Source: an optimization exercise on an open RTL-to-GDS flow (aim: small area, a short achievable clock period and few clock cycles per item). Production flows keep margins and buffers that such runs may drop.
Function was checked by simulation only, so behaviour that the tests miss may differ from the original.
No activity file was given, so power comes from the tool's default toggle rates.

--- config.mk ---
export PLATFORM = sky130hd
export DESIGN_NAME = hdu_plane_dec
export DESIGN_NICKNAME = hdu_plane_dec
export VERILOG_FILES = /design/flow/design.v
export SDC_FILE = /design/flow/constraint.sdc
export NUM_CORES = 4
export LEC_CHECK = 0
export CAP_MARGIN = 20
export CORE_MARGIN = 2
export CORE_UTILIZATION = 30
export SLEW_MARGIN = 20
--- constraint.sdc ---
create_clock -name core_clock -period 11.0 [get_ports {clk}]
set_input_delay 2.2000 -clock core_clock [delete_from_list [all_inputs] [get_ports {clk}]]
set_output_delay 2.2000 -clock core_clock [all_outputs]
set_load 0.01 [all_outputs]
--- design.v ---
module hdu_plane_dec (
    input  wire        clk,
    input  wire        rst,           
    input  wire        tab_we,
    input  wire [4:0]  tab_addr,      
    input  wire [4:0]  tab_len,
    input  wire [15:0] tab_code,
    input  wire        start,
    input  wire [15:0] cfg_cols,
    input  wire [15:0] cfg_rows,
    input  wire [23:0] cfg_psize,     
    input  wire [15:0] cfg_seed,
    input  wire        in_valid,
    input  wire [7:0]  in_data,
    output wire        in_ready,
    output wire        out_valid,
    output wire [15:0] out_sample,
    input  wire        out_ready,
    output reg         done,
    output reg  [3:0]  err_cause,
    output reg  [2:0]  err_sub,
    output reg  [26:0] pos
);
    localparam NTAB = 20;
    localparam C_NONE  = 4'd0, C_TRUNC = 4'd3, C_TABLE = 4'd4, C_STREAM = 4'd5;
    localparam T_LEAF_ON_PATH = 3'd1, T_INTERNAL_AT_LEAF = 3'd2, T_DUPLICATE = 3'd3,
               T_BAD_LENGTH   = 3'd4, T_NO_SENTINEL      = 3'd5;
    localparam S_UNDEF_LEAF = 3'd1, S_ABSENT = 3'd2, S_BAD_SIZE = 3'd3,
               S_OVERFLOW   = 3'd4, S_BAD_SEED = 3'd5;
    localparam ST_IDLE = 3'd0,
               ST_CHK  = 3'd1,    
               ST_RDB  = 3'd2,    
               ST_RDL  = 3'd3,    
               ST_RCK  = 3'd4,    
               ST_RUN  = 3'd5,    
               ST_SER  = 3'd6,    
               ST_END  = 3'd7;    
    localparam K_SENT = 3'd0;
    reg [2:0]  state;
    reg [4:0]  tlen  [0:NTAB-1];
    reg [15:0] tcode [0:NTAB-1];
    reg        wq_we;
    reg [4:0]  wq_addr;
    reg [4:0]  wq_len;
    reg [39:0] buf_q;
    reg [5:0]  cnt;
    wire [15:0] win   = buf_q[39:24];
    wire [31:0] top32 = buf_q[39:8];
    reg [4:0]  chk_next;
    reg        evt;
    reg [2:0]  evt_kind;
    reg [4:0]  t;             
    reg        seed_ok, empty;
    reg [15:0] cols_m1, col, rowrem;
    reg [23:0] rem;           
    reg        s2_valid;
    reg [15:0] s2_v;          
    reg [4:0]  s2_s;
    reg [5:0]  s2_c;
    reg        s2_seedp;
    reg        o_valid;
    reg [15:0] o_sample;
    assign out_valid  = o_valid;
    assign out_sample = o_sample;
    wire wchk   = wq_we && (state == ST_IDLE || state == ST_CHK);
    wire mchk   = wchk || (state == ST_RCK);
    wire vone   = (state == ST_RDB) || (state == ST_RDL);
    wire [4:0] idx  = wchk ? wq_addr : chk_next;
    wire [4:0] tp1  = t + 5'd1;
    wire [4:0] wlen = mchk ? wq_len :
                      ((state == ST_RDB) || (state == ST_SER)) ? tp1 : 5'd16;
    function [15:0] top_mask(input [4:0] n);
        begin
            if (n >= 5'd16)
                top_mask = 16'hffff;
            else
                top_mask = ~(16'hffff >> n);
        end
    endfunction
    wire [15:0] wm = top_mask(wlen);
    reg [NTAB-1:0] hit;
    integer k;
    always @(*) begin
        for (k = 0; k < NTAB; k = k + 1) begin
            hit[k] = (((tcode[k] ^ win) & top_mask(tlen[k]) & wm) == 16'd0) &&
                     (vone ? (idx == k) : (k < idx));
        end
    end
    wire any_hit = |hit;
    reg [4:0] lsel;
    reg [4:0] ssel;
    always @(*) begin
        lsel = 5'd0;
        ssel = 5'd0;
        for (k = 0; k < NTAB; k = k + 1) begin
            lsel = lsel | (hit[k] ? tlen[k] : 5'd0);
            ssel = ssel | (hit[k] ? k[4:0] : 5'd0);
        end
    end
    wire [2:0] ck_kind = (wq_len == 5'd0)  ? K_SENT :
                         (wq_len > 5'd16)  ? T_BAD_LENGTH :
                         (lsel < wq_len)   ? T_LEAF_ON_PATH :
                         (lsel == wq_len)  ? T_DUPLICATE : T_INTERNAL_AT_LEAF;
    wire       ck_evt  = (wq_len == 5'd0) || (wq_len > 5'd16) || any_hit;
    reg [5:0]  csel;
    reg        ok_c;
    reg [5:0]  ck;
    always @(*) begin
        csel = 6'd0;
        ok_c = 1'b0;
        for (k = 0; k < NTAB; k = k + 1) begin
            ck   = {1'b0, tlen[k]} + k;
            csel = csel | (hit[k] ? ck : 6'd0);
            if (k <= 16)
                ok_c = ok_c | (hit[k] && (ck <= cnt));
        end
    end
    wire [5:0] c      = csel;
    wire       big    = hit[17] | hit[18] | hit[19];
    wire       ok_l   = any_hit && ({1'b0, lsel} <= cnt);
    wire       exhausted = (rem == 24'd0);
    wire       last_col  = (col == cols_m1);
    wire       last1     = last_col && (rowrem == 16'd0);
    wire [63:0] vsh  = {32'd0, top32} << c;
    wire [15:0] v_raw = vsh[47:32];
    wire [15:0] s_mask = ~(16'hffff << s2_s);
    wire [4:0]  s_m1   = s2_s - 5'd1;
    wire        s_top  = (s2_s != 5'd0) && s2_v[s_m1[3:0]];
    wire [16:0] x      = s_top ? {1'b0, s2_v & s_mask} : {1'b1, s2_v | ~s_mask};
    wire [15:0] pred   = s2_seedp ? 16'd512 : o_sample;
    wire [17:0] sum    = {2'b00, pred} + {x[16], x} + {17'd0, ~s_top};
    wire        ovf    = sum[17:16] != 2'b00;
    wire s3_free = !o_valid || out_ready;
    wire s2_move = s2_valid && s3_free && !ovf;
    wire s2_ovf  = s2_valid && s3_free && ovf;     
    wire s2_free = !s2_valid || s3_free;
    wire fire = (state == ST_RUN) && ok_c && s2_free;
    wire go_ok = seed_ok && evt && (evt_kind == K_SENT) && !empty && (chk_next != 5'd0);
    assign in_ready = !exhausted &&
                      (((state == ST_RUN) && (cnt <= 6'd32)) || ((state == ST_CHK) && !wq_we && go_ok));
    wire take = in_ready && in_valid;
    reg [39:0] pre;
    integer j, b;
    always @(*) begin
        pre = buf_q;
        for (j = 0; j < 40; j = j + 1)
            for (b = 0; b < 8; b = b + 1)
                if (32 - j + b >= 0 && 32 - j + b <= 32)
                    if (take && cnt == 32 - j + b)
                        pre[j] = pre[j] | in_data[b];
    end
    wire [39:0] shifted = pre << c;
    wire err_big = ok_l && big;
    wire err_tr  = ok_l && !big && (c > cnt) && exhausted;
    wire err_ser = !ok_l && (exhausted || cnt >= 6'd16);
    wire end_ready = !o_valid || out_ready;
    always @(posedge clk) begin
        if (wq_we) begin
            tlen[wq_addr]  <= wq_len;
            tcode[wq_addr] <= win;
        end
    end
    always @(posedge clk) begin
        done <= 1'b0;
        if (s2_move) begin
            o_valid  <= 1'b1;
            o_sample <= sum[15:0];
        end else if (out_ready)
            o_valid  <= 1'b0;
        if (fire) begin
            s2_valid <= 1'b1;
            s2_v     <= v_raw;
            s2_s     <= ssel;
            s2_c     <= c;
            s2_seedp <= (col[15:1] == 15'd0);
        end else if (s2_move)
            s2_valid <= 1'b0;
        if (s2_move)
            pos <= pos + {21'd0, s2_c};
        if (state == ST_IDLE) begin
            if (tab_we)
                buf_q[39:24] <= tab_code << (5'd16 - tab_len);
        end else if (state == ST_CHK) begin
            buf_q <= {in_data & {8{take}}, 32'd0};
            cnt   <= take ? 6'd8 : 6'd0;
        end else if (state == ST_RDB) begin
            if (!any_hit)
                buf_q[39 - t] <= 1'b1;
        end else if (state == ST_RUN) begin
            buf_q <= fire ? shifted : pre;
            cnt   <= cnt + (take ? 6'd8 : 6'd0) - (fire ? c : 6'd0);
        end
        if (take)
            rem <= rem - 24'd1;
        wq_we   <= tab_we && (tab_addr < NTAB) && (state == ST_IDLE);
        wq_addr <= tab_addr;
        wq_len  <= tab_len;
        if (mchk && (idx <= chk_next)) begin
            evt      <= ck_evt;
            evt_kind <= ck_kind;
            chk_next <= ck_evt ? idx : idx + 5'd1;
        end
        case (state)
        ST_IDLE: begin
            if (start) begin
                cols_m1 <= cfg_cols - 16'd1;
                rowrem  <= cfg_rows - 16'd1;
                col     <= 16'd0;
                rem     <= cfg_psize;
                seed_ok <= (cfg_seed == 16'd512);
                empty   <= (cfg_rows == 16'd0) || (cfg_cols == 16'd0);
                pos     <= 27'd0;
                state   <= ST_CHK;
            end
        end
        ST_CHK: begin
            if (!wq_we) begin
                if (!seed_ok) begin
                    err_cause <= C_STREAM; err_sub <= S_BAD_SEED; pos <= 27'd0;
                    done <= 1'b1; state <= ST_IDLE;
                end else if (evt) begin
                    if (evt_kind != K_SENT) begin
                        err_cause <= C_TABLE; err_sub <= evt_kind; pos <= {22'd0, chk_next};
                        done <= 1'b1; state <= ST_IDLE;
                    end else if (empty) begin
                        err_cause <= C_NONE; err_sub <= 3'd0; pos <= 27'd0;
                        done <= 1'b1; state <= ST_IDLE;
                    end else if (chk_next == 5'd0) begin
                        err_cause <= C_STREAM; err_sub <= S_UNDEF_LEAF; pos <= 27'd0;
                        done <= 1'b1; state <= ST_IDLE;
                    end else
                        state <= ST_RUN;
                end else if (chk_next == NTAB) begin
                    err_cause <= C_TABLE; err_sub <= T_NO_SENTINEL; pos <= NTAB;
                    done <= 1'b1; state <= ST_IDLE;
                end else begin
                    buf_q <= 40'd0;
                    t     <= 5'd0;
                    state <= ST_RDB;
                end
            end
        end
        ST_RDB: begin
            t <= tp1;
            if (t == 5'd15)
                state <= ST_RDL;
        end
        ST_RDL: begin
            wq_len <= lsel;
            state  <= ST_RCK;
        end
        ST_RCK: begin
            t <= 5'd0;
            if (ck_evt || chk_next == NTAB - 1)
                state <= ST_CHK;
            else begin
                buf_q <= 40'd0;
                state <= ST_RDB;
            end
        end
        ST_RUN: begin
            if (fire) begin
                if (last_col) begin
                    col    <= 16'd0;
                    rowrem <= rowrem - 16'd1;
                end else
                    col <= col + 16'd1;
            end
            if (fire && last1) begin
                err_cause <= C_NONE; err_sub <= 3'd0; t <= 5'd0;
                state <= ST_END;
            end else if (err_big) begin
                err_cause <= C_STREAM; err_sub <= S_BAD_SIZE; t <= 5'd0;
                state <= ST_END;
            end else if (err_tr) begin
                err_cause <= C_TRUNC; err_sub <= 3'd0; t <= lsel;
                state <= ST_END;
            end else if (err_ser) begin
                t     <= 5'd0;
                state <= ST_SER;
            end
        end
        ST_SER: begin
            if (exhausted && {1'b0, t} == cnt) begin
                err_cause <= C_TRUNC; err_sub <= 3'd0;
                state <= ST_END;
            end else if (!any_hit) begin
                err_cause <= C_STREAM; err_sub <= S_ABSENT;
                state <= ST_END;
            end else
                t <= tp1;
        end
        ST_END: begin
            if (end_ready && !s2_valid) begin
                pos   <= pos + {22'd0, t};
                done  <= 1'b1;
                state <= ST_IDLE;
            end
        end
        endcase
        if (s2_ovf) begin
            err_cause <= C_STREAM; err_sub <= S_OVERFLOW;
            pos      <= pos;
            s2_valid <= 1'b0;
            done     <= 1'b1;
            state    <= ST_IDLE;
        end
        if (rst) begin
            state    <= ST_IDLE;
            done     <= 1'b0;
            o_valid  <= 1'b0;
            s2_valid <= 1'b0;
            wq_we    <= 1'b0;
            chk_next <= 5'd0;
            evt      <= 1'b0;
        end
    end
endmodule
--- run.sh ---
#!/bin/bash
# synth_recipe.tcl (not shown) runs the flow's synth.tcl, then flattens the netlist and writes it again
# the make line also repeats each setting of config.mk as NAME=value (left out here)
make -C /OpenROAD-flow-scripts/flow DESIGN_CONFIG=/design/flow/config.mk WORK_HOME=/design/flow/orfs CLKGATE_MAP_FILE= SYNTH_SCRIPT=/design/flow/synth_recipe.tcl finish
==> notes.md <==
[state kept, by name, summed over array words and instances (netlist names), 6 cells and up]
| name | cells |
|---|---|
| s2_v | 16 |
| rowrem | 16 |
| col | 16 |
| pos | 27 |
| tlen | 100 |
| buf_q | 40 |
| o_sample | 16 |
| cols_m1 | 16 |
| rem | 24 |
| s2_c | 6 |
| tcode | 320 |
| cnt | 6 |
[worst min-delay path by stage]
stage / cells past startpoint / slack, ps / end / from
final: 2 / 490 / err_sub[2] / err_sub[2]
after floorplan: 2 / 450 / buf_q[6] / buf_q[6]
after global placement: 2 / 480 / err_sub[2] / err_sub[2]
after CTS: 2 / 490 / err_sub[2] / err_sub[2]
after global routing: 2 / 540 / err_sub[2] / err_sub[2]
after detailed placement: 2 / 480 / err_sub[2] / err_sub[2]
[layout by cell type, fill, tap and decap left out, types with 60 or more instances in the layout]
cell type	instances
mux2i_1	219
o22ai_1	69
clkdlybuf4s50_1	163
nand3_1	112
nor3_1	125
a211oi_1	61
nor2b_1	79
nor2_1	386
a21oi_1	338
xnor2_1	236
mux2_2	60
a22oi_1	113
o21ai_0	284
dfxtp_1	77
a31oi_1	75
inv_1	181
buf_4	136
edfxtp_1	555
clkbuf_16	82
nand2_1	428
xor2_1	225
ha_1	244
[power breakdown]
| group | switching (W) | internal (W) |
|---|---|---|
| logic | 0.00394 | 0.00173 |
| registers | 0.000385 | 0.00306 |
| clock network | 0.00118 | 0.00161 |
| total | 0.00550 | 0.00640 |
[area by class of cell]
type / count / area [um^2]
Tap cell: 2160 / 2700
Fill cell: 16400 / 105000
Sequential cell: 648 / 18500
Clock inverter: 40 / 539
Clock buffer: 101 / 2150
Timing Repair Buffer: 308 / 2770
Multi-Input combinational cell: 4024 / 28100
Inverter: 190 / 713
Antenna cell: 7 / 17.5
[stage by stage]
| stage | worst slack [ps] | total power [W] |
|---|---|---|
| after detailed placement | 2590 | 0.00887 |
| after floorplan | 4340 | 0.00649 |
| after CTS | 2570 | 0.0117 |
| final | 2130 | 0.0119 |
| after global routing | 2120 | 0.0122 |
| after global placement | 2460 | 0.00886 |
[logic make-up (layout without fill, tap and decap cells)]
kind of cell    count (synthesis)  after routing
mux                           288            288
fa+ha+maj                     251            251
compound gates               1487           1487
other cells                     1              8
xor+xnor                      461            461
flops                         648            648
simple gates                 1536           1536
buf+inv                       534            639
[per-layer routing]
layer | vias to the layer above | global-route usage, % | wire length, um
met2 | 3178 | 37.9 | 93000
met3 | 628 | 7.14 | 27700
met5 | - | 0 | 230
met1 | 22300 | 37.3 | 95900
li1 | 19700 | - | -
met4 | 38 | 12.5 | 12000
[synth_stat cells, types with 24 or more instances]
cell      count  share of area (%)
o22ai_1      69               0.89
mux2i_1     219                4.5
a22oi_1     113                1.7
o311ai_0     24               0.43
nand2_1     429                3.3
nor2_1      407                3.1
o21a_1       46               0.71
a222oi_1     45               0.93
nand2b_1     54               0.69
buf_4        24               0.37
buf_2        87               0.89
nor2b_1      79                1.0
xor2_1      225                4.1
and3_1       44               0.57
edfxtp_1    555                 34
a22o_1       24               0.43
a221oi_1     43               0.77
xnor2_1     236                4.2
ha_1        244                6.3
nor3_1      125                1.3
o21ai_0     285                2.9
o211ai_1     41               0.63
nand3_1     113                1.2
clkbuf_1    206                1.6
mux2_2       60                1.4
dfxtp_1      93                3.8
inv_1       184                1.4
a211oi_1     64               0.99
nand4_1      56               0.72
nor4_1       48               0.62
o31ai_1      28               0.43
or3_1        34               0.44
a21oi_1     339                3.5
a31oi_1      75               0.96
a21o_1       35               0.54
and2_1       29               0.37
[tightest hold or removal path, delay by kind of cell (launching register included)]
family	cells	cell delay, ps
flip-flops	1	320
AND/OR/NAND/NOR	2	120
==> results_dict.tcl <==
set metrics [dict create \
    outcome "finished clean" \
    fin_area_um2 55500 \
    synth-simple-area-share_pct 15.4 \
    cp_slowest_cell "nor2_2" \
    postPlaceCellArea_um2 52800 \
    synth_adder_area_share_pct 6.54 \
    reg2reg_slack_ps 2130 \
    slew_headroom_pct 18.7 \
    tightest_slew_ps 1220 \
    num_rows 147 \
    cts_tree "built" \
    fin_crit_sh_pct 80.6 \
    worstSetupEndpointType "register" \
    cts_setup_buffers 0 \
    synth-edff-count 555 \
    synth-async-reset-ratio_pct 0 \
    grt_pass1_wl_mm 320 \
    die_w_um 407 \
    yosys_warnings 1 \
    synth_top_family_by_area "compound AO/OA/AOI/OAI gates" \
    cp.required_ps 11620 \
    synth-compound-area-share_pct 20.7 \
    rr_endpoint "err_sub[1]" \
    synthCells 5206 \
    place_inst 7327 \
    cap_viol_max_count 0 \
    max_freq_mhz 113 \
    io_pins 165 \
    grt_pass1_vias 42500 \
    fin_nets 5614 \
    start_util_pct 30.3 \
    path_clk_slew_ps 60 \
    syn_avg_cell_area_um2 9.35 \
    place_hpwl_mm 167 \
    routabilityCongestion 1.06 \
    grt_remaining_overflow 0 \
    cts.path.max_buffers 3 \
    avgViaCountPerCell 6.13 \
    ys_seq_area_share_pct 38.1 \
    fin_crit_ps 8870 \
    synth_area_um2 48700 \
    worstSetupPathDepth 26 \
    setup_viol 0 \
    holdBufCountCts 0 \
    synth_cell_types 118 \
    fin_setup_tns_ps 0 \
    rsz0062_at_grt "false" \
    drtIter0Drc 6540 \
    ys.flop_type "edfxtp_1" \
    hold_viol_final 0 \
    crit_path_end "err_sub[1]" \
    antenna_found_initial 28 \
    core-area_um2 161000 \
    hold-worst-slack_ps 490 \
    path_buf_inv 3 \
    synth_xor_area_share_pct 8.30 \
    ff2ff_path_depth 26 \
    grt_max_degree 68 \
    cts_num_sinks 648 \
    reg2reg_from "t[0]" \
    ant_nets 0 \
    drc 0 \
    drt-pass1-iter-count 9 \
    ctsResizeCount 0 \
    cp.arrival_ps 9490 \
    skew_ps 46.8 \
    drive_gt1_share_pct 8.77 \
    wl_mm 229 \
    track_usage_pct 26.7 \
    areaGrowthSynthToFinish_pct 14.2 \
    synth_seq_cells 648 \
    crit_type "reg -> reg" \
    synthMuxAreaShare_pct 6.27 \
    numCtsBuffers 80 \
    peakVddDrop_v 0.000140 \
    power.density_nw_per_um2 214 \
    syn_nets 5568 \
    slew_viol_final 0 \
    die_area_um2 165000 \
    insertion_delay_ps 730 \
    holdCritPathClass "reg -> reg" \
    cp-startpoint "t[0]" \
    die_h_um 407 \
    h-tree-depth 3 \
    critPathTopFamily "simple AND/OR/NAND/NOR gates" \
    io_buffers 163 \
    root_buffer "clkbuf_16" \
    leakage_nw 19.1 \
    vias 45800 \
    critPathLaunchType "register" \
    final_cells 7478 \
    path_max_fanout 48 \
    slowest_delay_ps 740 \
    wl_per_cell_um 30.6 \
    final_util_pct 34.6 \
]
Testbench counts, summed over its fixed seeds: cycles 18,469, samples 16,047.

[static timing again, ports no longer ideal]
In the flow no input, the clock included, has a driving cell. The finished layout below was timed again as built, in two steps.
Step 1: set_driving_cell puts a clkbuf_16 on clk and a buf_2 on each other input, an assumption about the parent block.
Step 2, shift: input delay + t, output delay - t, t = (earliest + latest rising clock arrival at the registers) / 2. This alone moves slack from input paths to output paths.
Slacks: no drivers / after step 1 / after step 2; pairs: no drivers / after step 1.
shift t [ns]: 0.788
slack for setup (ns): 2.132 / 2.132 / 2.132
hold slack, ns: 0.490 / 0.490 / 0.490
After both steps this run still meets setup and hold. The setup slack of this run moves by 0.000 ns with the drivers and by 0.000 ns with both steps.
